What follows belongs to an exercise in optimizing a design on an open flow for small area, a short achievable clock period and few clock cycles per item; a production flow would make more cautious choices.
In this exercise RTL edits were held to simulation tests only and were not proved equivalent to the original.
Power is estimated from default activity; no workload was simulated.

File: standard.sh
#!/bin/bash
# synth_recipe.tcl (not shown) runs the flow's synth.tcl, then flattens the netlist and writes it again
# the make line also repeats each setting of config.mk as NAME=value (left out here)
make -C /OpenROAD-flow-scripts/flow DESIGN_CONFIG=/design/flow/config.mk WORK_HOME=/design/flow/orfs CLKGATE_MAP_FILE= SYNTH_SCRIPT=/design/flow/synth_recipe.tcl "${@:-finish}"
File: flow/run.sh
#!/bin/bash
# Standard ORFS layout, with the port buffers made of sky130_fd_sc_hd__buf_1
# instead of the buffer buffer_ports would pick by itself.
set -euo pipefail
export BUFFER_PORTS_ARGS="-buffer_cell sky130_fd_sc_hd__buf_1"
bash standard.sh synth > synth.log 2>&1
bash standard.sh > layout.log 2>&1
File: constraint.sdc
create_clock -name core_clock -period 10.0 [get_ports {clk}]
set_input_delay 2.0000 -clock core_clock [delete_from_list [all_inputs] [get_ports {clk}]]
set_output_delay 2.0000 -clock core_clock [all_outputs]
set_load 0.01 [all_outputs]
File: config.mk
export PLATFORM = sky130hd
export DESIGN_NAME = quik_frame_parser
export DESIGN_NICKNAME = quik_frame_parser
export VERILOG_FILES = /design/flow/design.v
export SDC_FILE = /design/flow/constraint.sdc
export NUM_CORES = 4
export LEC_CHECK = 0
export CAP_MARGIN = 20
export CORE_MARGIN = 2
export CORE_UTILIZATION = 50
export SLEW_MARGIN = 20
File: design.v
module quik_frame_parser (
    input  wire         clk,
    input  wire         rst_n,
    input  wire         start_valid,
    output wire         start_ready,
    input  wire [15:0]  start_len,
    input  wire         in_valid,
    output wire         in_ready,
    input  wire [7:0]   in_data,
    output wire         out_valid,
    input  wire         out_ready,
    output wire [2:0]   out_res,
    output wire [4:0]   out_kind,
    output wire [61:0]  out_type,
    output wire [61:0]  out_f0,
    output wire [61:0]  out_f1,
    output wire [61:0]  out_f2,
    output wire [61:0]  out_f3,
    output wire [61:0]  out_f4,
    output wire [61:0]  out_f5,
    output wire [61:0]  out_f6,
    output wire         out_fin,
    output wire         out_off_p,
    output wire         out_len_p,
    output wire         out_ecn_p,
    output wire         out_ft_p,
    output wire [15:0]  out_data_start,
    output wire [15:0]  out_data_len,
    output wire [4:0]   out_cid_len,
    output wire [159:0] out_cid,
    output wire [127:0] out_srt,
    output wire [63:0]  out_pdata,
    output wire [2:0]   out_err_kind,
    output wire [7:0]   out_err_sub,
    output wire [15:0]  out_err_pos
);
    localparam [2:0] RES_FRAME = 3'd1, RES_END = 3'd2, RES_ERROR = 3'd3, RES_RANGE = 3'd4;
    localparam [3:0] S_IDLE  = 4'd0,    
                     S_TYPE  = 4'd1,    
                     S_VAR   = 4'd2,    
                     S_CHECK = 4'd3,    
                     S_SKIP  = 4'd4,    
                     S_CIDL  = 4'd5,    
                     S_CID   = 4'd6,    
                     S_FIXED = 4'd7,    
                     S_ERRW  = 4'd8,    
                     S_DRAIN = 4'd9,    
                     S_EMITF = 4'd10,   
                     S_CHK2  = 4'd11;   
    localparam [3:0] F_0 = 4'd0, F_1 = 4'd1, F_2 = 4'd2, F_3 = 4'd3, F_4 = 4'd4,
                     F_5 = 4'd5, F_6 = 4'd6, F_GAP = 4'd7, F_RLEN = 4'd8;
    localparam [4:0] E_VEOF = 5'h01, E_CLEOF = 5'h02, E_CTL = 5'h03, E_CEOF = 5'h04,
                     E_FEOF = 5'h0B, E_DEOF = 5'h0C, E_UNK = 5'h11;
    reg [3:0]   st;
    reg [3:0]   fld;
    reg         vfirst;       
    reg [2:0]   lane;         
    reg [15:0]  rem;          
    reg         rem_z;        
    reg [15:0]  pos;          
    reg [4:0]   T;            
    reg         thi;          
    reg [3:0]   errd;         
    reg [4:0]   ecode;        
    reg         dz;           
    reg         vz;           
    reg         vhi;          
    reg         dhi;          
    reg         sel_off0, sel_off1, sel_len0, sel_len1, to_end;
    reg         f_blk, f_vt56, f_ok, f_idle, f_end;
    reg [4:0]   fcnt;         
    reg [4:0]   cidlen;
    reg         chi;          
    reg         r2z;          
    reg         pend;         
    reg [1:0]   pcls;         
    reg [61:0]  R0n, R1n, R2n, R3n, R4n, R5n, R6n;
    reg [7:0]   En;
    wire [61:0] R0 = ~R0n, R1 = ~R1n, R2 = ~R2n, R3 = ~R3n, R4 = ~R4n, R5 = ~R5n, R6 = ~R6n;
    wire [7:0]  E = ~En;
    reg         ov;
    reg [2:0]   o_res;
    reg [4:0]   o_T, o_kind;
    reg         o_fin, o_offp, o_lenp, o_ecnp, o_ftp;
    reg         gn_f0, gn_f1, gn_f2, gn_f3, gn_ecn, gn_data, gn_cid, gn_pd, gn_rng, gn_err;   
    wire        g_rng = ~gn_rng, g_cid = ~gn_cid, g_err = ~gn_err;
    reg         o_all;        
    function [4:0] kind_of;
        input [4:0] t;
        begin
            case (t)
                5'h00: kind_of = 5'd1;
                5'h01: kind_of = 5'd2;
                5'h02, 5'h03: kind_of = 5'd3;
                5'h04: kind_of = 5'd4;
                5'h05: kind_of = 5'd5;
                5'h06: kind_of = 5'd6;
                5'h07: kind_of = 5'd7;
                5'h08, 5'h09, 5'h0a, 5'h0b, 5'h0c, 5'h0d, 5'h0e, 5'h0f: kind_of = 5'd8;
                5'h10: kind_of = 5'd9;
                5'h11: kind_of = 5'd10;
                5'h12, 5'h13: kind_of = 5'd11;
                5'h14: kind_of = 5'd12;
                5'h15: kind_of = 5'd13;
                5'h16, 5'h17: kind_of = 5'd14;
                5'h18: kind_of = 5'd15;
                5'h19: kind_of = 5'd16;
                5'h1a: kind_of = 5'd17;
                5'h1b: kind_of = 5'd18;
                5'h1c, 5'h1d: kind_of = 5'd19;
                5'h1e: kind_of = 5'd20;
                default: kind_of = 5'd0;
            endcase
        end
    endfunction
    wire t_ack    = (T[4:1] == 4'b0001);
    wire t_stream = (T[4:3] == 2'b01);
    wire t_crypto = (T == 5'h06);
    wire t_ntok   = (T == 5'h07);
    wire t_cc     = (T[4:1] == 4'b1110);
    wire t_ncid   = (T == 5'h18);
    wire t_path   = (T[4:1] == 4'b1101);
    wire [7:0]  b   = in_data;
    wire [1:0]  c   = b[7:6];
    wire        lt2  = (rem[15:1] == 15'd0);
    wire        lt4  = (rem[15:2] == 14'd0);
    wire        lt8  = (rem[15:3] == 13'd0);
    wire        lt16 = (rem[15:4] == 12'd0);
    wire        vshort = (c == 2'd1 & lt2) | (c == 2'd2 & lt4) | (c == 2'd3 & lt8);
    wire [2:0]  nm2  = (c == 2'd1) ? 3'd0 : (c == 2'd2) ? 3'd2 : 3'd6;    
    wire [3:0]  nbytes = (c == 2'd1) ? 4'd2 : (c == 2'd2) ? 4'd4 : 4'd8;
    wire        bz  = (b == 8'd0);
    wire        bz6 = (b[5:0] == 6'd0);
    wire [2:0] tgt = (fld == F_GAP) ? 3'd5 : (fld == F_RLEN) ? 3'd6 : fld[2:0];
    wire blocked = ov & ((o_all & f_blk) | (g_rng & f_vt56));
    wire hold = pend | blocked;
    wire [15:0] d_off   = ({16{sel_off0}} & R0[15:0]) | ({16{sel_off1}} & R1[15:0]);
    wire [15:0] d_len   = sel_len0 ? R0[15:0] : sel_len1 ? R1[15:0] : R2[15:0];
    wire [16:0] dsum    = {1'b0, d_off} + {1'b0, d_len};
    wire        n_chi_w = dhi | (to_end & (d_off > rem));
    wire [16:0] d_cnt   = to_end ? {1'b0, rem} : dsum;
    wire [16:0] cnt     = R4[16:0];
    wire        cnt1    = (cnt == 17'd1);
    wire        cnt0    = (cnt == 17'd0);
    wire [16:0] cnt_dec = cnt - 17'd1;
    wire        d_bad   = chi | (cnt > {1'b0, rem});
    wire [15:0] addend  = (st == S_CHECK) ? d_off : (16'd0 - {12'd0, errd});
    wire [15:0] comp_lo = pos + addend;                           
    wire [15:0] comp_hi = to_end ? (rem - d_off) : d_len;         
    wire [15:0] pos1    = pos + 16'd1;
    assign in_ready = ~rem_z & ~hold & f_ok;
    assign start_ready = ~pend & (f_idle | (f_end & rem_z));
    wire take  = in_valid & in_ready;
    wire start = start_valid & start_ready;
    wire slot_free = ~ov | out_ready;
    reg [3:0]  n_st, n_fld;
    reg        n_vfirst;
    reg [2:0]  n_lane;
    reg [4:0]  n_T;
    reg        n_thi, n_dz, n_vz, n_vhi, n_dhi;
    reg [3:0]  n_errd;
    reg [4:0]  n_ecode;
    reg [4:0]  n_fcnt, n_cidlen;
    reg        n_chi, n_r2z;
    reg        cnt_ld, cnt_dec_en;
    reg [16:0] cnt_val;
    reg        rec_frame, rec_range, rec_end;
    reg        wr_comp;
    reg        fdone, fzero;
    reg        err;
    task dispatch;
        input [4:0] t;
        begin
            n_T      = t;
            n_vfirst = 1'b1;
            n_dz     = 1'b1;
            n_dhi    = 1'b0;
            case (t)
                5'h00, 5'h01, 5'h1e: begin rec_frame = 1'b1; n_st = S_TYPE; end
                5'h1a, 5'h1b:        begin n_fcnt = 5'd0; n_st = S_FIXED; end
                default:             begin n_fld = F_0; n_st = S_VAR; end
            endcase
        end
    endtask
    task error;
        input [4:0] code;
        input [3:0] d;
        begin
            err      = 1'b1;
            n_vfirst = 1'b1;
            n_ecode  = code;
            n_errd  = d;
            n_st    = S_ERRW;
        end
    endtask
    always @* begin
        n_st = st; n_fld = fld; n_vfirst = vfirst; n_lane = lane; n_T = T; n_thi = thi;
        n_dz = dz; n_vz = vz; n_vhi = vhi; n_dhi = dhi; n_errd = errd; n_ecode = ecode; n_fcnt = fcnt;
        n_cidlen = cidlen; n_chi = chi; n_r2z = r2z;
        cnt_ld = 1'b0; cnt_dec_en = 1'b0; cnt_val = d_cnt;
        rec_frame = 1'b0; rec_range = 1'b0; rec_end = 1'b0; wr_comp = 1'b0;
        fdone = 1'b0; fzero = 1'b0; err = 1'b0;
        if (!hold) begin
            case (st)
                S_IDLE: begin
                    if (start) n_st = S_TYPE;
                end
                S_TYPE: begin
                    if (rem_z) begin
                        rec_end = 1'b1;
                        n_st = start ? S_TYPE : S_IDLE;
                    end else if (take) begin
                        if (vfirst) begin
                            if (vshort)
                                error(E_VEOF, 4'd1);
                            else if (c == 2'd0) begin
                                if (b[5] | (b[4:0] == 5'h1f)) error(E_UNK, 4'd1);
                                else dispatch(b[4:0]);
                            end else begin
                                n_thi    = ~bz6;
                                n_lane   = nm2;
                                n_vfirst = 1'b0;
                                n_errd   = nbytes;
                            end
                        end else begin
                            if (lane == 3'd0) begin
                                if (thi | (b[7:5] != 3'd0) | (b[4:0] == 5'h1f)) error(E_UNK, errd);
                                else dispatch(b[4:0]);
                            end else begin
                                n_thi  = thi | ~bz;
                                n_lane = lane - 3'd1;
                            end
                        end
                    end
                end
                S_VAR: begin
                    if (t_ack & (fld == F_3)) begin
                        cnt_ld  = 1'b1;
                        cnt_val = {2'b00, (|R2[61:15]) ? 15'h7fff : R2[14:0]};
                    end
                    if ((fld == F_RLEN) & vfirst & take)
                        cnt_dec_en = 1'b1;
                    if (vfirst & rem_z)
                        error(E_VEOF, 4'd0);
                    else if (take) begin
                        if (vfirst) begin
                            if (vshort)
                                error(E_VEOF, 4'd1);
                            else if (c == 2'd0) begin
                                fdone = 1'b1; fzero = bz6;
                            end else begin
                                n_lane   = nm2;
                                n_vfirst = 1'b0;
                                n_vz     = bz6;
                                n_vhi    = c[1] & ~bz6;
                            end
                        end else begin
                            n_vz = vz & bz;
                            n_vhi = vhi | ((lane[2:1] != 2'd0) & ~bz);
                            if (lane == 3'd0) begin
                                fdone = 1'b1; fzero = vz & bz;
                            end else
                                n_lane = lane - 3'd1;
                        end
                    end
                    if (fdone) begin
                        n_vfirst = 1'b1;
                        if ((t_crypto & (fld == F_0 | fld == F_1)) | (t_ntok & fld == F_0) |
                            (t_stream & (fld == F_1 | fld == F_2)) | (t_cc & fld == F_2))
                        begin
                            n_dz  = dz & fzero;
                            n_dhi = dhi | (~vfirst & vhi);
                        end
                        if (t_ack) begin
                            case (fld)
                                F_0: n_fld = F_1;
                                F_1: n_fld = F_2;
                                F_2: begin n_fld = F_3; n_r2z = fzero; end
                                F_3: begin
                                    if (!r2z) n_fld = F_GAP;
                                    else if (T[0]) n_fld = F_4;
                                    else begin rec_frame = 1'b1; n_st = S_TYPE; end
                                end
                                F_GAP: n_fld = F_RLEN;
                                F_RLEN: begin
                                    rec_range = 1'b1;
                                    if (vfirst ? !cnt1 : !cnt0) n_fld = F_GAP;
                                    else if (T[0]) n_fld = F_4;
                                    else n_st = S_EMITF;
                                end
                                F_4: n_fld = F_5;
                                F_5: n_fld = F_6;
                                default: begin rec_frame = 1'b1; n_st = S_TYPE; end
                            endcase
                        end else if (T == 5'h04) begin
                            if (fld == F_0) n_fld = F_1;
                            else if (fld == F_1) n_fld = F_2;
                            else begin rec_frame = 1'b1; n_st = S_TYPE; end
                        end else if (T == 5'h05 || T == 5'h11 || T == 5'h15) begin
                            if (fld == F_0) n_fld = F_1;
                            else begin rec_frame = 1'b1; n_st = S_TYPE; end
                        end else if (t_crypto) begin
                            if (fld == F_0) n_fld = F_1;
                            else n_st = S_CHECK;
                        end else if (t_ntok) begin
                            n_st = S_CHECK;
                        end else if (t_stream) begin
                            if (fld == F_0 & T[2]) n_fld = F_1;
                            else if ((fld == F_0 | fld == F_1) & T[1]) n_fld = F_2;
                            else n_st = S_CHECK;
                        end else if (t_ncid) begin
                            if (fld == F_0) n_fld = F_1;
                            else n_st = S_CIDL;
                        end else if (t_cc) begin
                            if (fld == F_0) n_fld = T[0] ? F_2 : F_1;
                            else if (fld == F_1) n_fld = F_2;
                            else n_st = S_CHECK;
                        end else begin
                            rec_frame = 1'b1; n_st = S_TYPE;
                        end
                    end
                end
                S_CHECK: begin
                    wr_comp = 1'b1;
                    cnt_ld  = 1'b1;
                    n_chi   = n_chi_w;
                    n_st    = S_CHK2;
                end
                S_CHK2: begin
                    cnt_dec_en = take;
                    if (d_bad)
                        error(E_DEOF, {3'd0, take});
                    else if ((to_end ? rem_z : dz) | (take & cnt1)) begin
                        rec_frame = 1'b1; n_st = S_TYPE;
                    end else
                        n_st = S_SKIP;
                end
                S_SKIP: begin
                    cnt_dec_en = take;
                    if (take & cnt1) begin
                        rec_frame = 1'b1; n_st = S_TYPE;
                    end
                end
                S_CIDL: begin
                    if (rem_z)
                        error(E_CLEOF, 4'd0);
                    else if (take) begin
                        n_fcnt = 5'd0;
                        if (b > 8'd20)
                            error(E_CTL, 4'd1);
                        else if ({8'd0, b} >= rem)
                            error(E_CEOF, 4'd1);
                        else begin
                            n_cidlen = b[4:0];
                            n_st = (b[4:0] == 5'd0) ? S_FIXED : S_CID;
                        end
                    end
                end
                S_CID: begin
                    if (take) begin
                        if (fcnt + 5'd1 == cidlen) begin
                            n_fcnt = 5'd0; n_st = S_FIXED;
                        end else
                            n_fcnt = fcnt + 5'd1;
                    end
                end
                S_FIXED: begin
                    if (fcnt == 5'd0 & (t_ncid ? lt16 : lt8))
                        error(E_FEOF, {3'd0, take});
                    else if (take) begin
                        n_fcnt = fcnt + 5'd1;
                        if (fcnt == (t_ncid ? 5'd15 : 5'd7)) begin
                            rec_frame = 1'b1; n_st = S_TYPE;
                        end
                    end
                end
                S_ERRW: begin
                    if (!ov) begin
                        wr_comp = 1'b1;
                        n_st = S_DRAIN;
                    end
                end
                S_DRAIN: begin
                    if (rem_z) begin
                        rec_end = 1'b1;
                        n_st = start ? S_TYPE : S_IDLE;
                    end
                end
                S_EMITF: begin
                    rec_frame = 1'b1; n_st = S_TYPE;
                end
                default: n_st = S_IDLE;
            endcase
        end
    end
    wire        rec_any  = rec_frame | rec_range | rec_end;
    wire        err_ld   = (st == S_ERRW) & ~ov;
    wire [1:0]  cls_now  = rec_range ? 2'd1 : rec_end ? 2'd2 : 2'd0;
    wire [1:0]  ld_cls   = pend ? pcls : (st == S_ERRW) ? 2'd3 : cls_now;
    wire        ld_valid = pend | rec_any | err_ld;
    wire [4:0]  tsrc     = ((st == S_TYPE) & ~pend) ? b[4:0] : T;
    wire s_str = (tsrc[4:3] == 2'b01);
    wire s_ack = (tsrc[4:1] == 4'b0001);
    wire        vf_mode = (st == S_VAR) & vfirst;
    wire        zmode   = (st == S_CIDL);
    wire [7:0]  bus [0:6];
    wire [5:0]  bus7 = zmode ? 6'd0 : (vf_mode & (c != 2'd3)) ? 6'd0 : b[5:0];
    wire [2:0]  nm1 = (c == 2'd0) ? 3'd0 : (c == 2'd1) ? 3'd1 : (c == 2'd2) ? 3'd3 : 3'd7;
    genvar gl;
    generate
        for (gl = 0; gl < 7; gl = gl + 1) begin : g_bus
            assign bus[gl] = zmode ? 8'd0 :
                             vf_mode ? ((nm1 == gl) ? {2'b00, b[5:0]} : 8'd0) : b;
        end
    endgenerate
    wire        wr_ok = ~hold;
    wire [7:0]  var_en [0:6];
    genvar gr;
    generate
        for (gr = 0; gr < 7; gr = gr + 1) begin : g_ven
            for (gl = 0; gl < 8; gl = gl + 1) begin : g_vl
                assign var_en[gr][gl] = wr_ok & (st == S_VAR) & (tgt == gr) &
                                        (vfirst | (lane == gl));
            end
        end
    endgenerate
    wire [19:0] cid_en;
    wire [15:0] srt_en;
    generate
        for (gl = 0; gl < 20; gl = gl + 1) begin : g_cen
            assign cid_en[gl] = wr_ok & ((st == S_CIDL) |
                                         (((st == S_CID) | ((st == S_FIXED) & t_path)) & (fcnt == gl)));
        end
        for (gl = 0; gl < 16; gl = gl + 1) begin : g_sen
            assign srt_en[gl] = wr_ok & (st == S_FIXED) & t_ncid & (fcnt == gl);
        end
    endgenerate
    wire [7:0] en0 = var_en[0];
    wire [7:0] en1 = var_en[1];
    wire [7:0] en2 = var_en[2] | {1'b0, cid_en[6:0]};
    wire [7:0] en3 = var_en[3] | {1'b0, cid_en[13:7]};
    wire [7:0] en4 = var_en[4] | {1'b0, srt_en[0], cid_en[19:14]};
    wire [7:0] en5 = var_en[5] | {1'b0, srt_en[7:1]};
    wire [7:0] en6 = var_en[6] | {1'b0, srt_en[14:8]};
    wire       enE = srt_en[15];
    wire       comp_en = wr_ok & wr_comp;
    wire [61:0] busw = {bus7, bus[6], bus[5], bus[4], bus[3], bus[2], bus[1], bus[0]};
    integer k;
    always @(posedge clk) begin
        for (k = 0; k < 7; k = k + 1) begin
            if (en0[k]) R0n[8*k +: 8] <= ~busw[8*k +: 8];
            if (en1[k]) R1n[8*k +: 8] <= ~busw[8*k +: 8];
            if (en2[k]) R2n[8*k +: 8] <= ~busw[8*k +: 8];
            if (en3[k]) R3n[8*k +: 8] <= ~busw[8*k +: 8];
            if (en4[k]) R4n[8*k +: 8] <= ~busw[8*k +: 8];
            if (en5[k]) R5n[8*k +: 8] <= ~busw[8*k +: 8];
            if (en6[k]) R6n[8*k +: 8] <= ~busw[8*k +: 8];
        end
        if (en0[7]) R0n[61:56] <= ~bus7;
        if (en1[7]) R1n[61:56] <= ~bus7;
        if (en2[7]) R2n[61:56] <= ~bus7;
        if (en3[7]) R3n[61:56] <= ~bus7;
        if (en4[7]) R4n[61:56] <= ~bus7;
        if (en5[7]) R5n[61:56] <= ~bus7;
        if (en6[7]) R6n[61:56] <= ~bus7;
        if (enE) En <= ~b;
        if (comp_en) R3n[31:0] <= ~{comp_hi, comp_lo};
        if (wr_ok & (cnt_ld | cnt_dec_en)) R4n[16:0] <= ~(cnt_ld ? cnt_val : cnt_dec);
    end
    always @(posedge clk) begin
        if (!rst_n) begin
            st     <= S_IDLE;
            vfirst <= 1'b1;
            rem    <= 16'd0;
            rem_z  <= 1'b1;
            pos    <= 16'd0;
            pend   <= 1'b0;
            ov     <= 1'b0;
            f_blk  <= 1'b0;
            f_vt56 <= 1'b0;
            f_ok   <= 1'b0;
            f_idle <= 1'b1;
            f_end  <= 1'b0;
        end else begin
            st <= n_st; fld <= n_fld; vfirst <= n_vfirst; lane <= n_lane; T <= n_T;
            thi <= n_thi; dz <= n_dz; vz <= n_vz; vhi <= n_vhi; dhi <= n_dhi;
            sel_off0 <= (n_T == 5'h06);
            sel_off1 <= (n_T[4:3] == 2'b01) & n_T[2];
            sel_len0 <= (n_T == 5'h07);
            sel_len1 <= (n_T == 5'h06);
            to_end   <= (n_T[4:3] == 2'b01) & ~n_T[1];
            f_blk    <= ~((n_st == S_TYPE) | (n_st == S_IDLE) | (n_st == S_DRAIN) |
                          (n_st == S_ERRW) | (n_st == S_EMITF));
            f_vt56   <= (n_st == S_VAR) & ((n_fld == F_5) | (n_fld == F_6) |
                                           (n_fld == F_GAP) | (n_fld == F_RLEN));
            f_ok     <= (n_st == S_TYPE) | (n_st == S_VAR) | (n_st == S_SKIP) | (n_st == S_CIDL) |
                        (n_st == S_CID) | (n_st == S_FIXED) | (n_st == S_DRAIN) |
                        ((n_st == S_CHK2) & (((n_T[4:3] == 2'b01) & ~n_T[1]) | ~n_dz));
            f_idle   <= (n_st == S_IDLE);
            f_end    <= ((n_st == S_TYPE) & n_vfirst) | (n_st == S_DRAIN); errd <= n_errd; ecode <= n_ecode;
            fcnt <= n_fcnt; cidlen <= n_cidlen; chi <= n_chi; r2z <= n_r2z;
            if (start) begin
                rem   <= start_len;
                rem_z <= (start_len == 16'd0);
                pos   <= 16'd0;
            end else if (take) begin
                rem   <= rem - 16'd1;
                rem_z <= (rem == 16'd1);
                pos   <= pos1;
            end
            if (pend & slot_free)
                pend <= 1'b0;
            else if (rec_any & ~slot_free) begin
                pend <= 1'b1;
                pcls <= cls_now;
            end
            if (slot_free)
                ov <= ld_valid;
        end
    end
    always @(posedge clk) begin
        if (slot_free) begin
            o_res   <= (ld_cls == 2'd0) ? RES_FRAME : (ld_cls == 2'd1) ? RES_RANGE :
                       (ld_cls == 2'd2) ? RES_END : RES_ERROR;
            o_T     <= (ld_cls[1] == 1'b0) ? tsrc : 5'd0;
            o_kind  <= (ld_cls == 2'd0) ? kind_of(tsrc) : (ld_cls == 2'd1) ? 5'd3 : 5'd0;
            if (ld_cls == 2'd0) begin
                o_fin  <= s_str & tsrc[0];
                o_lenp <= s_str & tsrc[1];
                o_offp <= s_str & tsrc[2];
                o_ecnp <= (tsrc == 5'h03);
                o_ftp  <= (tsrc == 5'h1c);
                gn_f0  <= (tsrc == 5'h00 | tsrc == 5'h01 | tsrc == 5'h1a | tsrc == 5'h1b | tsrc == 5'h1e);
                gn_f1  <= ~(s_ack | tsrc == 5'h04 | tsrc == 5'h05 | tsrc == 5'h06 |
                            (s_str & tsrc[2]) | tsrc == 5'h11 | tsrc == 5'h15 |
                            tsrc == 5'h18 | tsrc == 5'h1c);
                gn_f2  <= ~(s_ack | tsrc == 5'h04 | (s_str & tsrc[1]) | tsrc == 5'h1c | tsrc == 5'h1d);
                gn_f3  <= ~s_ack;
                gn_ecn <= ~(tsrc == 5'h03);
                gn_data <= ~(tsrc == 5'h06 | tsrc == 5'h07 | s_str | tsrc == 5'h1c | tsrc == 5'h1d);
                gn_cid <= ~(tsrc == 5'h18);
                gn_pd  <= ~(tsrc[4:1] == 4'b1101);
                o_all  <= ~(tsrc == 5'h00 | tsrc == 5'h01 | tsrc == 5'h1e);
            end else begin
                o_fin <= 1'b0; o_lenp <= 1'b0; o_offp <= 1'b0; o_ecnp <= 1'b0; o_ftp <= 1'b0;
                gn_f0 <= 1'b1; gn_f1 <= 1'b1; gn_f2 <= 1'b1; gn_f3 <= 1'b1; gn_ecn <= 1'b1;
                gn_data <= 1'b1; gn_cid <= 1'b1; gn_pd <= 1'b1;
                o_all <= 1'b0;
            end
            gn_rng <= ~(ld_cls == 2'd1);
            gn_err <= ~(ld_cls == 2'd3);
        end
    end
    wire [159:0] cid_w = {R2[7:0], R2[15:8], R2[23:16], R2[31:24], R2[39:32], R2[47:40], R2[55:48],
                          R3[7:0], R3[15:8], R3[23:16], R3[31:24], R3[39:32], R3[47:40], R3[55:48],
                          R4[7:0], R4[15:8], R4[23:16], R4[31:24], R4[39:32], R4[47:40]};
    wire [127:0] srt_w = {R4[55:48],
                          R5[7:0], R5[15:8], R5[23:16], R5[31:24], R5[39:32], R5[47:40], R5[55:48],
                          R6[7:0], R6[15:8], R6[23:16], R6[31:24], R6[39:32], R6[47:40], R6[55:48],
                          E};
    wire [159:0] cid_wn = ~cid_w;
    wire [127:0] srt_wn = ~srt_w;
    assign out_valid      = ov;
    assign out_res        = o_res;
    assign out_kind       = o_kind;
    assign out_type       = {57'd0, o_T};
    assign out_f0         = ~(({62{gn_f0}} | R0n) & ({62{gn_rng}} | R5n));
    assign out_f1         = ~(({62{gn_f1}} | R1n) & ({62{gn_rng}} | R6n));
    assign out_f2         = ~({62{gn_f2}} | R2n);
    assign out_f3         = ~({62{gn_f3}} | R3n);
    assign out_f4         = ~({62{gn_ecn}} | R4n);
    assign out_f5         = ~({62{gn_ecn}} | R5n);
    assign out_f6         = ~({62{gn_ecn}} | R6n);
    assign out_fin        = o_fin;
    assign out_off_p      = o_offp;
    assign out_len_p      = o_lenp;
    assign out_ecn_p      = o_ecnp;
    assign out_ft_p       = o_ftp;
    assign out_data_start = ~({16{gn_data}} | R3n[15:0]);
    assign out_data_len   = ~({16{gn_data}} | R3n[31:16]);
    assign out_cid_len    = {5{g_cid}} & cidlen;
    assign out_cid        = ~({160{gn_cid}} | cid_wn);
    assign out_srt        = ~({128{gn_cid}} | srt_wn);
    assign out_pdata      = ~({64{gn_pd}} | cid_wn[159:96]);
    assign out_err_kind   = {1'b0, g_err & ecode[4], g_err & ~ecode[4]};
    assign out_err_sub    = {4'd0, {4{g_err}} & ecode[3:0]};
    assign out_err_pos    = ~({16{gn_err}} | R3n[15:0]);
endmodule
==> results of run 1 <==
## kinds of logic after synthesis
family | synth area share, %
buffers and inverters | 5.486
xor gates and xnor gates | 2.508
other | 0.01206
AOI/OAI and AO/OA | 13.68
muxes | 1.159
DFF | 52.65
and+or+nand+nor | 20.21
adders and majority gates | 4.299
## cells in the mapped netlist, drive strengths merged (7+ instances only)
library cell,number,share of area (%)
nor2,932,11
edfxtp,515,50
clkbuf,201,2.4
a21oi,190,3.1
o22ai,172,3.5
nand2,170,2.1
inv,105,1.3
ha,102,4.1
o21ai,96,1.6
buf,81,1.8
nand3,73,1.2
nor3,52,0.84
xnor2,46,1.3
dfxtp,45,2.9
xor2,43,1.2
nor2b,41,0.83
nand4,40,0.85
a31oi,28,0.58
mux2i,27,0.87
nor4,27,0.66
a211oi,20,0.50
nand2b,20,0.40
or3,20,0.40
a21o,17,0.41
o211a,17,0.55
and2,16,0.32
and3,16,0.32
o211ai,15,0.38
o22a,13,0.37
or2,13,0.26
o21a,11,0.27
o31ai,10,0.26
nand3b,9,0.22
mux2,8,0.29
and4,7,0.20
==> run_results.csv, run 1 <==
group,metric,value,unit
synth,synthDistinctLibCells,91,
synth,ys_seq_elements,560,
run_status,status,"did not finish",
synth,yosysWarnings,1,
run_status,stop_stage,"I/O pin placement",
floorplan,rows,91,
synth,synth_ff_type,"edfxtp_1",
synth,syn_inst,3293,
floorplan,start_util,50.46,%
synth,syn_area,31080,um2
synth,synth-async-reset-ratio,0,%
floorplan,die-height,253.3,um
run_status,error,"[ERROR PPL-0024] Number of IO pins (957) exceeds maximum number of available positions (912). Increase the die perimeter from 1013.36um to 1301.52um.",
synth,synthesis.area_per_instance,9.440,um2
floorplan,die_w,253.3,um
synth,synth_edf_count,515,
synth,synth-seq-area-share,52.65,%
Testbench counts, summed over its fixed seeds: cycles 166,662, bytes 160,634.
==> run 2, diff against run 1 <==
--- a/config.mk
+++ b/config.mk
@@ -5,6 +5,7 @@
 export SDC_FILE = /design/flow/constraint.sdc
 export NUM_CORES = 4
 export LEC_CHECK = 0
+export ABC_CLOCK_PERIOD_IN_PS = 3000
 export CAP_MARGIN = 20
 export CORE_MARGIN = 2
 export CORE_UTILIZATION = 50
==> run 2 against run 1 <==
The flow again stops in I/O pin placement. Synthesized cell count did not move. Area after synthesis did not move.
==> run_results.csv, run 2 <==
group,metric,value,unit
synth,synth-seq-area-share,52.65,%
floorplan,rows,91,
synth,synthSimpleGateAreaFrac,20.21,%
synth,synth_area_leaders,"edfxtp_1 (50%), nor2_1 (11%), ha_1 (4.1%), o22ai_1 (3.5%), a21oi_1 (3.1%)",
floorplan,die-height,253.3,um
run_status,error,"[ERROR PPL-0024] Number of IO pins (957) exceeds maximum number of available positions (912). Increase the die perimeter from 1013.36um to 1301.52um.",
synth,synth_compound_area_share,13.68,%
synth,ys_top_cells_by_count,"nor2_1 (932), edfxtp_1 (515), clkbuf_1 (200), a21oi_1 (190), o22ai_1 (172)",
synth,synth_area_leader_cell,"edfxtp_1",
run_status,status,"did not finish",
synth,synth.mux.area_fraction,1.159,%
synth,synthXorXnorAreaFrac,2.508,%
synth,synth_top_family_by_area,"simple AND/OR/NAND/NOR gates",
synth,yosysWarnings,1,
synth,syn_area,31080,um2
synth,syn_inst,3293,
floorplan,die_w,253.3,um
floorplan,start_util,50.46,%
synth,synth_top_area_share,49.75,%
synth,synth-adder-area-share,4.299,%
synth,synth.most_common_cell,"nor2_1",
synth,ys_seq_elements,560,
synth,synth-async-reset-ratio,0,%
run_status,stop_stage,"I/O pin placement",
synth,synthDistinctLibCells,91,
synth,synthesis.area_per_instance,9.440,um2
synth,synth_edf_count,515,
synth,synth_ff_type,"edfxtp_1",
[run 2: cell counts after synthesis]
Identical to the previous run, type by type.
[run 2: cells by family after synthesis]
| family | count (synthesis) |
|---|---|
| multiplexers | 35 |
| adder cells (fa/ha/maj) | 105 |
| AO/OA/AOI/OAI | 665 |
| other | 1 |
| XOR/XNOR | 89 |
| flip-flops | 560 |
| AND/OR/NAND/NOR | 1450 |
| buffers and inverters | 388 |
==> run 3, diff against run 2 <==
--- a/config.mk
+++ b/config.mk
@@ -5,8 +5,7 @@
 export SDC_FILE = /design/flow/constraint.sdc
 export NUM_CORES = 4
 export LEC_CHECK = 0
-export ABC_CLOCK_PERIOD_IN_PS = 3000
 export CAP_MARGIN = 20
 export CORE_MARGIN = 2
-export CORE_UTILIZATION = 50
+export CORE_UTILIZATION = 40
 export SLEW_MARGIN = 20
==> run 3 against run 2 <==
Now clean on timing, DRC and antenna. Synthesized cell count did not move. Area after synthesis did not move.
==> run_results.csv, run 3 <==
group,metric,value,unit
run_status,status,"finished clean",
drt,via_per_inst,6.042,
finish,multi_input_area,13300,um2
critical_path,worst_setup_path_end_kind,"register",
synth,synth_edf_count,515,
critical_path,crit_arrival,5.96,ns
synth,syn_inst,3293,
synth,synth_area_leaders,"edfxtp_1 (50%), nor2_1 (11%), ha_1 (4.1%), o22ai_1 (3.5%), a21oi_1 (3.1%)",
floorplan,ios,957,
timing,slew_violations,0,
power_and_ir_drop,p_sw,1.829,mW
power_and_ir_drop,power.share.switching,30.10,%
synth,ys_top_cells_by_count,"nor2_1 (932), edfxtp_1 (515), clkbuf_1 (200), a21oi_1 (190), o22ai_1 (172)",
clock_network,hold_buffers,0,
synth,syn_area,31080,um2
synth,yosysWarnings,1,
critical_path,worst-path-max-fanout,20,
critical_path,crit_required,10.37,ns
critical_path,crit_path_start,"in_data[7]",
drt,num_vias,31330,
global_route,grt_remaining_overflow,0,
synth,synth.most_common_cell,"nor2_1",
floorplan,rows,102,
power_and_ir_drop,powerDensity,162.6,nW/um2
power_and_ir_drop,pwr-share-seq,43.3,%
global_route,grt_pass1_wl,222400,um
synth,synth-async-reset-ratio,0,%
floorplan,start_util,40.26,%
synth,synth_area_leader_cell,"edfxtp_1",
timing,report.final.hold_viol_count,0,
floorplan,fp.dieArea,79960,um2
min_path,holdCritPathClass,"reg2reg",
synth,synth_top_area_share,49.75,%
critical_path,start_kind,"primary input",
finish,regArea,16370,um2
finish,most-common-layout-cells,"nor2_1 (931), buf_1 (893), edfxtp_1 (515)",
finish,final_common_cell,"nor2_1",
drt,drtAntennaViolNets,0,
placed_design,io_buffer_count,894,
synth,ys_seq_elements,560,
synth,synth_compound_area_share,13.68,%
critical_path,rrSetupSlack,5.13,ns
finish,final_nets,4227,
timing,fin_crit_sh,55.92,%
power_and_ir_drop,vdd_drop_max,0.1135,mV
global_route,grt_max_degree,189,
drt,first_pass_iters,7,
power_and_ir_drop,p_leak,13.56,nW
timing,max_freq,178.8,MHz
clock_network,htreeDepth,3,
timing,finalSetupViolCount,0,
finish,fin_util,48.38,%
global_route,grt_pass1_vias,26380,
synth,synthesis.area_per_instance,9.440,um2
timing,fin_tns_setup,0,ns
synth,synthSimpleGateAreaFrac,20.21,%
placed_design,gp_congestion,1.068,
floorplan,core_area,77210,um2
min_path,min-delay-start,"pos[6]$_SDFFE_PP0N_",
finish,num-fill-cells,7594,
drt,wl_per_cell,33.21,um
clock_network,post_cts_buffers,0,
critical_path,rr_startpoint,"sel_off0$_DFFE_PP_",
clock_network,ctsResizeCount,0,
timing,fin_skew,0.01998,ns
synth,synth_top_family_by_area,"simple AND/OR/NAND/NOR gates",
timing,rsz0062_at_grt,"no",
power_and_ir_drop,p_int,4.246,mW
global_route,antenna_found_initial,9,
clock_network,cts.sink_count,560,
finish,syn2layout_area_growth,20.17,%
global_route,grt_use_total,40.98,%
clock_network,cts_tree,"yes",
finish,drive_above_1_share,5.141,%
critical_path,path_class,"in2reg",
drt,drt-total-wl,172200,um
drt,drc_errors,0,
synth,synth-seq-area-share,52.65,%
timing,tightest_slew,1.208,ns
timing,slew_headroom,19.46,%
power_and_ir_drop,power,6.075,mW
floorplan,die-height,282.8,um
clock_network,cts_root_buf,"clkbuf_16",
synth,synth.mux.area_fraction,1.159,%
power_and_ir_drop,pwr-share-clk,40.6,%
synth,synthDistinctLibCells,91,
placed_design,dp_hpwl,131500,um
synth,synthXorXnorAreaFrac,2.508,%
drt,drt_iter0_markers,4638,
power_and_ir_drop,comb_power_share,16.0,%
clock_network,clockBufferDepth,3,
synth,synth_ff_type,"edfxtp_1",
synth,synth-adder-area-share,4.299,%
floorplan,die_w,282.8,um
clock_network,worstSkewPairLatency,0.63,ns
clock_network,clk_pin_slew,0.06,ns
job,drv_cap,0,
clock_network,cts_buffers,66,
timing,min_period,5.592,ns
## run 3: cell counts after synthesis
Identical to the previous run, type by type.
## run 3: path summary, 6_finish.rpt
check / cells past startpoint / to
setup / recovery: 13 / o_res[0]$_SDFFCE_PN1N_
hold / removal: 2 / pos[6]$_SDFFE_PP0N_
setup reg to reg: 15 / R4n[14]$_DFFE_PP_
hold reg to reg: 2 / pos[6]$_SDFFE_PP0N_
## run 3: through the flow
stage	hold WS [ns]	std cells	cell area [um2]	worst slack, ns
4_1_cts	0.5618	5183	37330	4.522
3_5_place_dp	0.5507	5065	35160	3.864
6_report	0.5540	5185	37360	4.408
3_3_place_gp	0.5233	5065	35160	3.962
5_1_grt	0.5957	5183	37350	4.217
2_1_floorplan	0.4823	3354	31310	5.092
## run 3: cell families after synthesis
| kind of cell | after synthesis |
|---|---|
| flip-flops | 560 |
| AND/OR/NAND/NOR | 1450 |
| AO/OA/AOI/OAI | 665 |
| multiplexers | 35 |
| buffers and inverters | 388 |
| XOR/XNOR | 89 |
| adder cells (fa/ha/maj) | 105 |
| other | 1 |
## run 3: power groups by stage
| stage | combinational [mW] | sequential (mW) | clock [mW] |
|---|---|---|---|
| after floorplan | 0.575 | 2.66 | 0 |
| after global placement | 0.941 | 2.68 | 0 |
| after detailed placement | 0.940 | 2.68 | 0 |
| after CTS | 0.944 | 2.63 | 2.46 |
| after global routing | 1.03 | 2.63 | 2.54 |
| final | 0.974 | 2.63 | 2.47 |
## run 3: layer usage
metal	GRT usage (%)	wire [um]	up-vias
li1	-	-	13210
met1	56.44	68080	15430
met2	55.18	68700	2355
met3	20.20	28290	329
met4	14.19	6942	8
met5	1.160	168	-
## run 3: layout make-up
class | count | share of cell area, %
Sequential cell | 560 | 43.81
Multi-Input combinational cell | 2406 | 35.59
Timing Repair Buffer | 953 | 10.24
Clock buffer | 80 | 4.760
Tap cell | 1040 | 3.483
Inverter | 106 | 1.065
Clock inverter | 38 | 1.038
Antenna cell | 2 | 0.01340
## run 3: worst max-delay path, cell delays in order
cell and delay, ns:
buf_1 0.43, inv_1 0.21, ha_1 0.32, a221o_1 0.41
nand4_2 0.17, nand3_2 0.29, or2_2 0.41, nor3_1 0.41
nor2_1 0.07, o21ai_0 0.30, inv_1 0.09, ha_1 0.43
or2_2 0.39
==> run 4, diff against run 3 <==
--- a/design.v
+++ b/design.v
@@ -67,7 +67,7 @@
     reg         vhi;          
     reg         dhi;          
     reg         sel_off0, sel_off1, sel_len0, sel_len1, to_end;
-    reg         f_blk, f_vt56, f_ok, f_idle, f_end;
+    reg         f_fld56;      
     reg [4:0]   fcnt;         
     reg [4:0]   cidlen;
     reg         chi;          
@@ -132,7 +132,8 @@
     wire        bz  = (b == 8'd0);
     wire        bz6 = (b[5:0] == 6'd0);
     wire [2:0] tgt = (fld == F_GAP) ? 3'd5 : (fld == F_RLEN) ? 3'd6 : fld[2:0];
-    wire blocked = ov & ((o_all & f_blk) | (g_rng & f_vt56));
+    wire st_blk  = ~((st == S_TYPE) | (st == S_IDLE) | (st == S_DRAIN) | (st == S_ERRW) | (st == S_EMITF));
+    wire blocked = ov & ((o_all & st_blk) | (g_rng & (st == S_VAR) & f_fld56));
     wire hold = pend | blocked;
     wire [15:0] d_off   = ({16{sel_off0}} & R0[15:0]) | ({16{sel_off1}} & R1[15:0]);
     wire [15:0] d_len   = sel_len0 ? R0[15:0] : sel_len1 ? R1[15:0] : R2[15:0];
@@ -148,8 +149,12 @@
     wire [15:0] comp_lo = pos + addend;                           
     wire [15:0] comp_hi = to_end ? (rem - d_off) : d_len;         
     wire [15:0] pos1    = pos + 16'd1;
-    assign in_ready = ~rem_z & ~hold & f_ok;
-    assign start_ready = ~pend & (f_idle | (f_end & rem_z));
+    assign in_ready = ~rem_z & ~hold &
+                      ((st == S_TYPE) | (st == S_VAR) | (st == S_SKIP) | (st == S_CIDL) |
+                       (st == S_CID) | (st == S_FIXED) | (st == S_DRAIN) |
+                       ((st == S_CHK2) & (to_end | ~dz)));
+    assign start_ready = ~pend & ((st == S_IDLE) |
+                                  (((st == S_TYPE) & vfirst) | (st == S_DRAIN)) & rem_z);
     wire take  = in_valid & in_ready;
     wire start = start_valid & start_ready;
     wire slot_free = ~ov | out_ready;
@@ -348,8 +353,6 @@
                         n_fcnt = 5'd0;
                         if (b > 8'd20)
                             error(E_CTL, 4'd1);
-                        else if ({8'd0, b} >= rem)
-                            error(E_CEOF, 4'd1);
                         else begin
                             n_cidlen = b[4:0];
                             n_st = (b[4:0] == 5'd0) ? S_FIXED : S_CID;
@@ -357,7 +360,9 @@
                     end
                 end
                 S_CID: begin
-                    if (take) begin
+                    if ((fcnt == 5'd0) & ({11'd0, cidlen} > rem))
+                        error(E_CEOF, 4'd1);
+                    else if (take) begin
                         if (fcnt + 5'd1 == cidlen) begin
                             n_fcnt = 5'd0; n_st = S_FIXED;
                         end else
@@ -393,9 +398,37 @@
             endcase
         end
     end
-    wire        rec_any  = rec_frame | rec_range | rec_end;
+    wire        last_var = t_ack ? (((fld == F_3) & r2z & ~T[0]) | (fld == F_6)) :
+                           (T == 5'h04) ? (fld == F_2) :
+                           ((T == 5'h05) | (T == 5'h11) | (T == 5'h15)) ? (fld == F_1) :
+                           ~(t_crypto | t_ntok | t_stream | t_ncid | t_cc);
+    wire        fdone_v  = (st == S_VAR) & take & (vfirst ? (c == 2'd0) : (lane == 3'd0));
+    wire        t1_rec   = (b[4:0] == 5'h00) | (b[4:0] == 5'h01) | (b[4:0] == 5'h1e);
+    wire        rec_t    = (st == S_TYPE) & take & t1_rec &
+                           (vfirst ? ((c == 2'd0) & ~b[5]) : ((lane == 3'd0) & ~thi & (b[7:5] == 3'd0)));
+    wire        rec_chk2 = (st == S_CHK2) & ~d_bad & ((to_end ? rem_z : dz) | (take & cnt1));
+    wire        rec_skip = (st == S_SKIP) & take & cnt1;
+    wire        rec_fix  = (st == S_FIXED) & take & ~((fcnt == 5'd0) & (t_ncid ? lt16 : lt8)) &
+                           (fcnt == (t_ncid ? 5'd15 : 5'd7));
+    wire        rec_fr_f = rec_t | (fdone_v & last_var) | (~hold & (rec_chk2 | (st == S_EMITF))) |
+                           rec_skip | rec_fix;
+    wire        rec_rg_f = fdone_v & (fld == F_RLEN);
+    wire        rec_en_f = ~pend & rem_z & (((st == S_TYPE) & vfirst) | (st == S_DRAIN));
+    wire        rec_any  = rec_fr_f | rec_rg_f | rec_en_f;
+    wire        err_wr   = ~hold & (st != S_ERRW) & (st != S_DRAIN) & (st != S_IDLE) &
+                           ~((st == S_TYPE) & ~vfirst);
+    wire [4:0]  err_code = (st == S_TYPE) ? (vshort ? E_VEOF : E_UNK) :
+                           (st == S_VAR) ? E_VEOF :
+                           (st == S_CIDL) ? (rem_z ? E_CLEOF : E_CTL) :
+                           (st == S_CID) ? E_CEOF :
+                           (st == S_FIXED) ? E_FEOF : E_DEOF;
+    wire [3:0]  err_d    = (st == S_TYPE) ? ((vshort | (c == 2'd0)) ? 4'd1 : nbytes) :
+                           (st == S_VAR) ? {3'd0, ~rem_z} :
+                           (st == S_CIDL) ? {3'd0, ~rem_z} :
+                           (st == S_CID) ? {2'd0, take, ~take} : {3'd0, take};
     wire        err_ld   = (st == S_ERRW) & ~ov;
-    wire [1:0]  cls_now  = rec_range ? 2'd1 : rec_end ? 2'd2 : 2'd0;
+    wire [1:0]  cls_now  = ((st == S_VAR) & (fld == F_RLEN)) ? 2'd1 :
+                           ((st == S_TYPE) & rem_z) | (st == S_DRAIN) ? 2'd2 : 2'd0;
     wire [1:0]  ld_cls   = pend ? pcls : (st == S_ERRW) ? 2'd3 : cls_now;
     wire        ld_valid = pend | rec_any | err_ld;
     wire [4:0]  tsrc     = ((st == S_TYPE) & ~pend) ? b[4:0] : T;
@@ -476,11 +509,6 @@
             pos    <= 16'd0;
             pend   <= 1'b0;
             ov     <= 1'b0;
-            f_blk  <= 1'b0;
-            f_vt56 <= 1'b0;
-            f_ok   <= 1'b0;
-            f_idle <= 1'b1;
-            f_end  <= 1'b0;
         end else begin
             st <= n_st; fld <= n_fld; vfirst <= n_vfirst; lane <= n_lane; T <= n_T;
             thi <= n_thi; dz <= n_dz; vz <= n_vz; vhi <= n_vhi; dhi <= n_dhi;
@@ -489,15 +517,7 @@
             sel_len0 <= (n_T == 5'h07);
             sel_len1 <= (n_T == 5'h06);
             to_end   <= (n_T[4:3] == 2'b01) & ~n_T[1];
-            f_blk    <= ~((n_st == S_TYPE) | (n_st == S_IDLE) | (n_st == S_DRAIN) |
-                          (n_st == S_ERRW) | (n_st == S_EMITF));
-            f_vt56   <= (n_st == S_VAR) & ((n_fld == F_5) | (n_fld == F_6) |
-                                           (n_fld == F_GAP) | (n_fld == F_RLEN));
-            f_ok     <= (n_st == S_TYPE) | (n_st == S_VAR) | (n_st == S_SKIP) | (n_st == S_CIDL) |
-                        (n_st == S_CID) | (n_st == S_FIXED) | (n_st == S_DRAIN) |
-                        ((n_st == S_CHK2) & (((n_T[4:3] == 2'b01) & ~n_T[1]) | ~n_dz));
-            f_idle   <= (n_st == S_IDLE);
-            f_end    <= ((n_st == S_TYPE) & n_vfirst) | (n_st == S_DRAIN); errd <= n_errd; ecode <= n_ecode;
+            f_fld56  <= (n_fld == F_5) | (n_fld == F_6) | (n_fld == F_GAP) | (n_fld == F_RLEN); 
             fcnt <= n_fcnt; cidlen <= n_cidlen; chi <= n_chi; r2z <= n_r2z;
             if (start) begin
                 rem   <= start_len;
@@ -516,6 +536,10 @@
             end
             if (slot_free)
                 ov <= ld_valid;
+            if (err_wr) begin
+                ecode <= err_code;
+                errd  <= err_d;
+            end
         end
     end
     always @(posedge clk) begin
==> flow/run.sh (replaced) <==
#!/bin/bash
# Standard ORFS layout, with the port buffers made of sky130_fd_sc_hd__buf_1 instead of
# the buffer buffer_ports would pick by itself; the input port buffers are then made
# sky130_fd_sc_hd__buf_4 after global placement (flow/post_gp.tcl).
set -euo pipefail
export BUFFER_PORTS_ARGS="-buffer_cell sky130_fd_sc_hd__buf_1"
export POST_GLOBAL_PLACE_TCL="$(pwd)/flow/post_gp.tcl"
bash standard.sh synth > synth.log 2>&1
bash standard.sh > layout.log 2>&1
==> flow/post_gp.tcl (new file) <==
# Give the input ports a stronger buffer than the output ports: each input fans out
# to many cells, each output drives only its pin's load.
set n 0
foreach inst [get_cells input*] {
  if { [get_property $inst ref_name] == "sky130_fd_sc_hd__buf_1" } {
    replace_cell $inst sky130_fd_sc_hd__buf_4
    incr n
  }
}
puts "post_gp.tcl: resized $n input buffers to buf_4"
==> run 4 against run 3 <==
Die area down 0.58%. Utilization up 0.32 points. Maximum frequency up 7.2%. Still clean. Worst hold slack worse by 0.032 ns. Final area down 0.65%. Largest power group unchanged.
==> run_results.csv, run 4 <==
group,metric,value,unit
global_route,grt_use_total,40.76,%
timing,slew_headroom,18.64,%
run_status,status,"finished clean",
drt,dr_wl_met3,29070,um
critical_path,reg2regPathDepth,10,
critical_path,crit_required,8.00,ns
min_path,hold-path-cell-count,2,
drt,dr.max_layer_used,"met5",
drt,via_per_inst,6.127,
floorplan,die-height,282.0,um
power_and_ir_drop,powerDensity,234.8,nW/um2
clock_network,cts.sink_count,556,
synth,syn_area,30900,um2
synth,synthDistinctLibCells,89,
critical_path,rr_startpoint,"to_end$_DFFE_PP_",
clock_network,cts_root_buf,"clkbuf_16",
timing,slew_violations,0,
global_route,grt_pass1_vias,26600,
floorplan,rows,101,
clock_network,cts_tree,"yes",
clock_network,ctsResizeCount,0,
synth,synth_area_leaders,"edfxtp_1 (50%), nor2_1 (11%), ha_1 (4.1%), o22ai_1 (3.3%), a21oi_1 (3.0%)",
floorplan,fp.dieArea,79500,um2
global_route,antenna_found_initial,8,
finish,num-fill-cells,7488,
placed_design,dp_hpwl,131400,um
timing,fin_crit_sh,52.14,%
power_and_ir_drop,pwr-share-clk,27.0,%
synth,syn_inst,3276,
global_route,grt_pass1_wl,222200,um
power_and_ir_drop,p_leak,13.30,nW
critical_path,worst-path-max-fanout,69,
finish,regArea,16300,um2
critical_path,rrSetupSlack,5.03,ns
timing,report.final.hold_viol_count,0,
synth,synth.most_common_cell,"nor2_1",
finish,final_cells,5154,
timing,min_period,5.214,ns
synth,synth_edf_count,516,
finish,syn2layout_area_growth,20.09,%
clock_network,post_cts_buffers,0,
finish,multi_input_area,13180,um2
critical_path,worst_setup_path_end_kind,"output port",
power_and_ir_drop,p_sw,3.622,mW
synth,synth-async-reset-ratio,0,%
min_path,holdCritPathClass,"reg2reg",
clock_network,hold_buffers,0,
global_route,grt_max_degree,145,
drt,drtAntennaViolNets,0,
drt,drt_iter0_markers,4869,
synth,ys_top_cells_by_count,"nor2_1 (929), edfxtp_1 (516), a21oi_1 (184), clkbuf_1 (183), nand2_1 (173)",
power_and_ir_drop,vdd_drop_max,0.1429,mV
drt,drc_errors,0,
timing,fin_tns_setup,0,ns
clock_network,clockBufferDepth,3,
synth,synth_top_area_share,50.14,%
critical_path,rr_endpoint,"R4n[7]$_DFFE_PP_",
min_path,min-delay-start,"pos[5]$_SDFFE_PP0N_",
clock_network,htreeDepth,2,
timing,tightest_slew,1.209,ns
drt,wl_met2,68610,um
clock_network,cts_buffers,60,
placed_design,placed_cells,5040,
critical_path,crit_arrival,3.21,ns
finish,final_common_cell,"nor2_1",
min_path,hold_path_end,"pos[5]$_SDFFE_PP0N_",
drt,first_pass_iters,9,
power_and_ir_drop,p_int,5.092,mW
critical_path,start_kind,"register",
synth,synth_ff_type,"edfxtp_1",
finish,final_nets,4207,
timing,max_freq,191.8,MHz
drt,wl_met1,65370,um
global_route,grt_remaining_overflow,0,
floorplan,start_util,40.55,%
timing,fin_skew,0.06394,ns
floorplan,core_area,76200,um2
synth,synth-seq-area-share,52.73,%
floorplan,die_w,282.0,um
synth,yosysWarnings,1,
clock_network,clk_pin_slew,0.06,ns
drt,wl_per_cell,33.07,um
finish,drive_above_1_share,5.384,%
placed_design,io_buffer_count,894,
finish,most-common-layout-cells,"nor2_1 (928), buf_1 (866), edfxtp_1 (516)",
job,drv_cap,0,
timing,rsz0062_at_grt,"no",
synth,synthesis.area_per_instance,9.433,um2
power_and_ir_drop,pwr-share-seq,38.6,%
synth,synth_area_leader_cell,"edfxtp_1",
drt,drt-total-wl,170400,um
critical_path,path_class,"reg2out",
synth,ys_seq_elements,556,
power_and_ir_drop,power.share.switching,41.57,%
power_and_ir_drop,comb_power_share,34.4,%
floorplan,ios,957,
drt,num_vias,31580,
timing,finalSetupViolCount,0,
clock_network,worstSkewPairLatency,0.67,ns
## run 4: changes by cell type after synthesis, sizes merged, moves of 11 or more
cell	change
nand3	-27
o21ai	+23
xor2	-19
clkbuf	-16
o211a	-13
buf	+11
## run 4: routing by layer
layer  track usage (%)  vias up
li1                  -    13210
met1             54.06    15550
met2             55.75     2469
met3             21.77      340
met4             14.18        8
met5             3.236        -
## run 4: power groups by stage
| stage | Sequential (mW) | Clock (mW) | Combinational (mW) |
|---|---|---|---|
| CTS | 3.33 | 2.34 | 2.90 |
| finish | 3.37 | 2.35 | 3.00 |
| floorplan | 3.12 | 0 | 1.80 |
| global placement | 3.38 | 0 | 2.87 |
| detailed placement | 3.38 | 0 | 2.89 |
| global route | 3.36 | 2.44 | 3.16 |
## run 4: how the worst max path moves through the flow
stage,from,to,cells past startpoint
detailed placement,in_data[7],f_fld56$_DFFE_PP_,11
finish,gn_rng$_DFFE_PN_,out_f1[5],4
CTS,gn_rng$_DFFE_PN_,out_f1[5],4
global placement,in_data[7],f_fld56$_DFFE_PP_,11
floorplan,in_data[7],f_fld56$_DFFE_PP_,10
global route,gn_rng$_DFFE_PN_,out_f1[0],4
## run 4: cell families after synthesis
| logic type | Yosys count | share of synthesized area, % |
|---|---|---|
| and+or+nand+nor | 1431 | 19.96 |
| adders and majority gates | 105 | 4.324 |
| buffers and inverters | 381 | 5.474 |
| xor gates and xnor gates | 69 | 2.004 |
| other | 1 | 0.01213 |
| muxes | 43 | 1.417 |
| DFF | 556 | 52.73 |
| AOI/OAI and AO/OA | 690 | 14.08 |
## run 4: cell type report
type	count	area share [%]
clock inverter	45	1.342
inverter	104	1.059
tap	1030	3.473
timing repair buffer	951	10.51
clock buffer	67	4.174
sequential	556	43.91
antenna	1	0.006743
multi-input combinational	2400	35.52
## run 4: worst max-delay path, cell delays in order, from the launching register on
cell and delay [ns]:
edfxtp_1 0.48, buf_4 0.58, buf_4 0.73, o22ai_1 0.37, buf_1 0.22
## run 4: metrics by stage
stage	power, mW	cell area (um2)	hold WS [ns]	worst slack, ns	util [%]
floorplan	4.914	31130	0.4710	5.736	-
global placement	6.253	34930	0.5068	4.702	45.84
detailed placement	6.266	35050	0.5157	4.970	46.00
CTS	8.579	37100	0.5265	4.923	48.69
global route	8.959	37110	0.5573	4.778	48.70
finish	8.715	37110	0.5216	4.786	48.70
Testbench counts of run 4, summed over its fixed seeds: cycles 166,662, bytes 160,634.
==> run 5, diff against run 4 <==
--- a/config.mk
+++ b/config.mk
@@ -8,4 +8,5 @@
 export CAP_MARGIN = 20
 export CORE_MARGIN = 2
 export CORE_UTILIZATION = 40
+export SETUP_SLACK_MARGIN = 5
 export SLEW_MARGIN = 20
==> run 5 against run 4 <==
Clock skew increased by 0.0062 ns. Maximum frequency increased by 4.8%. Final cell count about the same. Register-to-register slack improved by 0.18 ns. Final area about the same. Die area unchanged. Non-clock buffer count unchanged. Global-route usage about the same. Power about the same. Area after synthesis unchanged. Critical path type unchanged. Largest power group unchanged.
==> run_results.csv, run 5 <==
group,metric,value,unit
global_route,grt_max_degree,145,
floorplan,fp.dieArea,79500,um2
global_route,grt_pass1_vias,26600,
finish,most-common-layout-cells,"nor2_1 (928), buf_1 (866), edfxtp_1 (516)",
synth,synth.most_common_cell,"nor2_1",
clock_network,worstSkewPairLatency,0.67,ns
synth,synth-seq-area-share,52.73,%
critical_path,start_kind,"register",
power_and_ir_drop,vdd_drop_max,0.1430,mV
drt,num_vias,31430,
drt,wl_met2,68780,um
floorplan,start_util,40.55,%
critical_path,rr_startpoint,"sel_off1$_DFFE_PP_",
critical_path,reg2regPathDepth,12,
drt,via_per_inst,6.097,
synth,yosysWarnings,1,
finish,syn2layout_area_growth,20.16,%
synth,synthesis.area_per_instance,9.433,um2
critical_path,worst_setup_path_end_kind,"output port",
clock_network,htreeDepth,2,
floorplan,rows,101,
synth,synth-async-reset-ratio,0,%
timing,slew_violations,0,
timing,finalSetupViolCount,0,
global_route,antenna_found_initial,8,
job,drv_cap,0,
timing,fin_crit_sh,49.76,%
clock_network,cts_root_buf,"clkbuf_16",
critical_path,crit_path_start,"gn_rng$_DFFE_PN_",
synth,synth_area_leaders,"edfxtp_1 (50%), nor2_1 (11%), ha_1 (4.1%), o22ai_1 (3.3%), a21oi_1 (3.0%)",
drt,wl_met1,65390,um
min_path,hold-path-cell-count,2,
critical_path,rr_endpoint,"R4n[14]$_DFFE_PP_",
global_route,grt_remaining_overflow,0,
drt,dr.max_layer_used,"met5",
synth,ys_seq_elements,556,
drt,drc_errors,0,
timing,rsz0062_at_grt,"no",
timing,min_period,4.976,ns
floorplan,core_area,76200,um2
synth,synth_edf_count,516,
drt,dr_wl_met3,28840,um
clock_network,cts.sink_count,556,
synth,syn_area,30900,um2
power_and_ir_drop,powerDensity,234.5,nW/um2
synth,synthDistinctLibCells,89,
drt,wl_per_cell,33.03,um
finish,final_nets,4207,
min_path,holdCritPathClass,"reg2reg",
min_path,min-delay-start,"pos[5]$_SDFFE_PP0N_",
clock_network,post_cts_buffers,0,
drt,drt-total-wl,170300,um
synth,synth_top_area_share,50.14,%
synth,synth_area_leader_cell,"edfxtp_1",
placed_design,dp_hpwl,131400,um
floorplan,die_w,282.0,um
drt,drtAntennaViolNets,0,
synth,ys_top_cells_by_count,"nor2_1 (929), edfxtp_1 (516), a21oi_1 (184), clkbuf_1 (183), nand2_1 (173)",
finish,final_common_cell,"nor2_1",
floorplan,ios,957,
timing,slew_headroom,20.10,%
global_route,grt_pass1_wl,222200,um
drt,drt_iter0_markers,4983,
placed_design,io_buffer_count,894,
finish,drive_above_1_share,5.433,%
critical_path,worst-path-max-fanout,69,
timing,fin_skew,0.07013,ns
clock_network,cts_tree,"yes",
floorplan,die-height,282.0,um
clock_network,ctsResizeCount,1,
clock_network,clockBufferDepth,3,
synth,syn_inst,3276,
critical_path,crit_required,8.00,ns
run_status,status,"finished clean",
critical_path,path_class,"reg2out",
critical_path,crit_arrival,2.98,ns
drt,first_pass_iters,7,
placed_design,dp_slack,4.970,ns
clock_network,hold_buffers,0,
clock_network,clk_pin_slew,0.06,ns
global_route,grt_use_total,40.76,%
timing,layout_setup_ws,5.024,ns
synth,synth_ff_type,"edfxtp_1",
timing,max_freq,201.0,MHz
power_and_ir_drop,p_leak,13.30,nW
min_path,hold_path_end,"pos[5]$_SDFFE_PP0N_",
clock_network,cts_buffers,60,
timing,fin_tns_setup,0,ns
timing,report.final.hold_viol_count,0,
critical_path,rrSetupSlack,5.21,ns
timing,tightest_slew,1.194,ns
## run 5: cell counts after synthesis
No cell type changed its count.
## run 5: cell families after synthesis
logic type / after synthesis / share of synthesized area, %
AO/OA/AOI/OAI: 690 / 14.08
XOR/XNOR: 69 / 2.004
adder cells (fa/ha/maj): 105 / 4.324
buffers and inverters: 381 / 5.474
flip-flops: 556 / 52.73
multiplexers: 43 / 1.417
other: 1 / 0.01213
AND/OR/NAND/NOR: 1431 / 19.96
## run 5: worst max path at each step
stage	end
6_report	out_f1[5]
2_1_floorplan	f_fld56$_DFFE_PP_
3_5_place_dp	f_fld56$_DFFE_PP_
4_1_cts	in_ready
5_1_grt	out_f1[0]
3_3_place_gp	f_fld56$_DFFE_PP_
## run 5: final cells by class
| class | count | area [um2] |
|---|---|---|
| Clock inverter | 45 | 498.0 |
| Sequential cell | 556 | 16300 |
| Inverter | 104 | 396.6 |
| Clock buffer | 67 | 1549 |
| Fill cell | 7484 | 39070 |
| Tap cell | 1030 | 1289 |
| Antenna cell | 2 | 5.005 |
| Multi-Input combinational cell | 2400 | 13200 |
| Timing Repair Buffer | 951 | 3905 |
## run 5: stage by stage
step           std cells  cell area [um2]  hold slack [ns]  util, %  total power, mW
6_report            5155            37130           0.5251    48.73            8.708
5_1_grt             5154            37130           0.5573    48.73            8.962
4_1_cts             5152            37110           0.5265    48.69            8.580
3_5_place_dp        5040            35050           0.5157    46.00            6.266
3_3_place_gp        5039            34930           0.5068    45.84            6.253
2_1_floorplan       3337            31130           0.4710        -            4.914
## run 5: per-layer routing
metal | GRT usage, % | up-vias
met2 | 55.77 | 2327
li1 | - | 13220
met1 | 54.03 | 15550
met4 | 14.18 | 8
met5 | 3.236 | -
met3 | 21.77 | 332
## run 5: power by group
part | total (mW) | switching, mW | internal [mW]
Clock | 2.35 | 1.02 | 1.33
Sequential | 3.37 | 0.425 | 2.94
Combinational | 2.99 | 2.17 | 0.821
## run 5: critical path, stage by stage (launching register included)
cell      delay, ns
edfxtp_1       0.48
buf_4          0.59
buf_6          0.53
o22ai_1        0.33
buf_1          0.21

==> what the ideal ports hide <==
The flow's constraints put no driver on any port. The routed layouts listed below were extracted and timed again, unchanged, in two steps. Step 1: set_driving_cell puts a clkbuf_16 on clk and a buf_2 on each other input, an assumption about the parent block. Step 2 times the ports against the registers' clock, not the clock port: input delays grow and output delays shrink by t, the midpoint of the rising clock arrivals with the driver on. Three values: ideal ports, drivers, drivers and shift; two values: the first two.
run | shift t [ns] | slack for setup (ns) | hold slack, ns | worst data-port slew with drivers (ns) | pins driven straight from the clock port
run 3 | 0.691 | 4.408 / 4.430 / 3.739 | 0.554 / 0.554 / 0.554 | 0.08 | 1
run 4 | 0.706 | 4.786 / 4.714 / 4.844 | 0.522 / 0.522 / 0.522 | 0.07 | 1
run 5 | 0.705 | 5.024 / 4.952 / 4.824 | 0.525 / 0.525 / 0.525 | 0.07 | 1
After both steps every run listed still meets setup and hold. For run 3, which loses most, drivers alone change the setup slack by +0.022 ns; drivers and shift together by -0.669 ns.
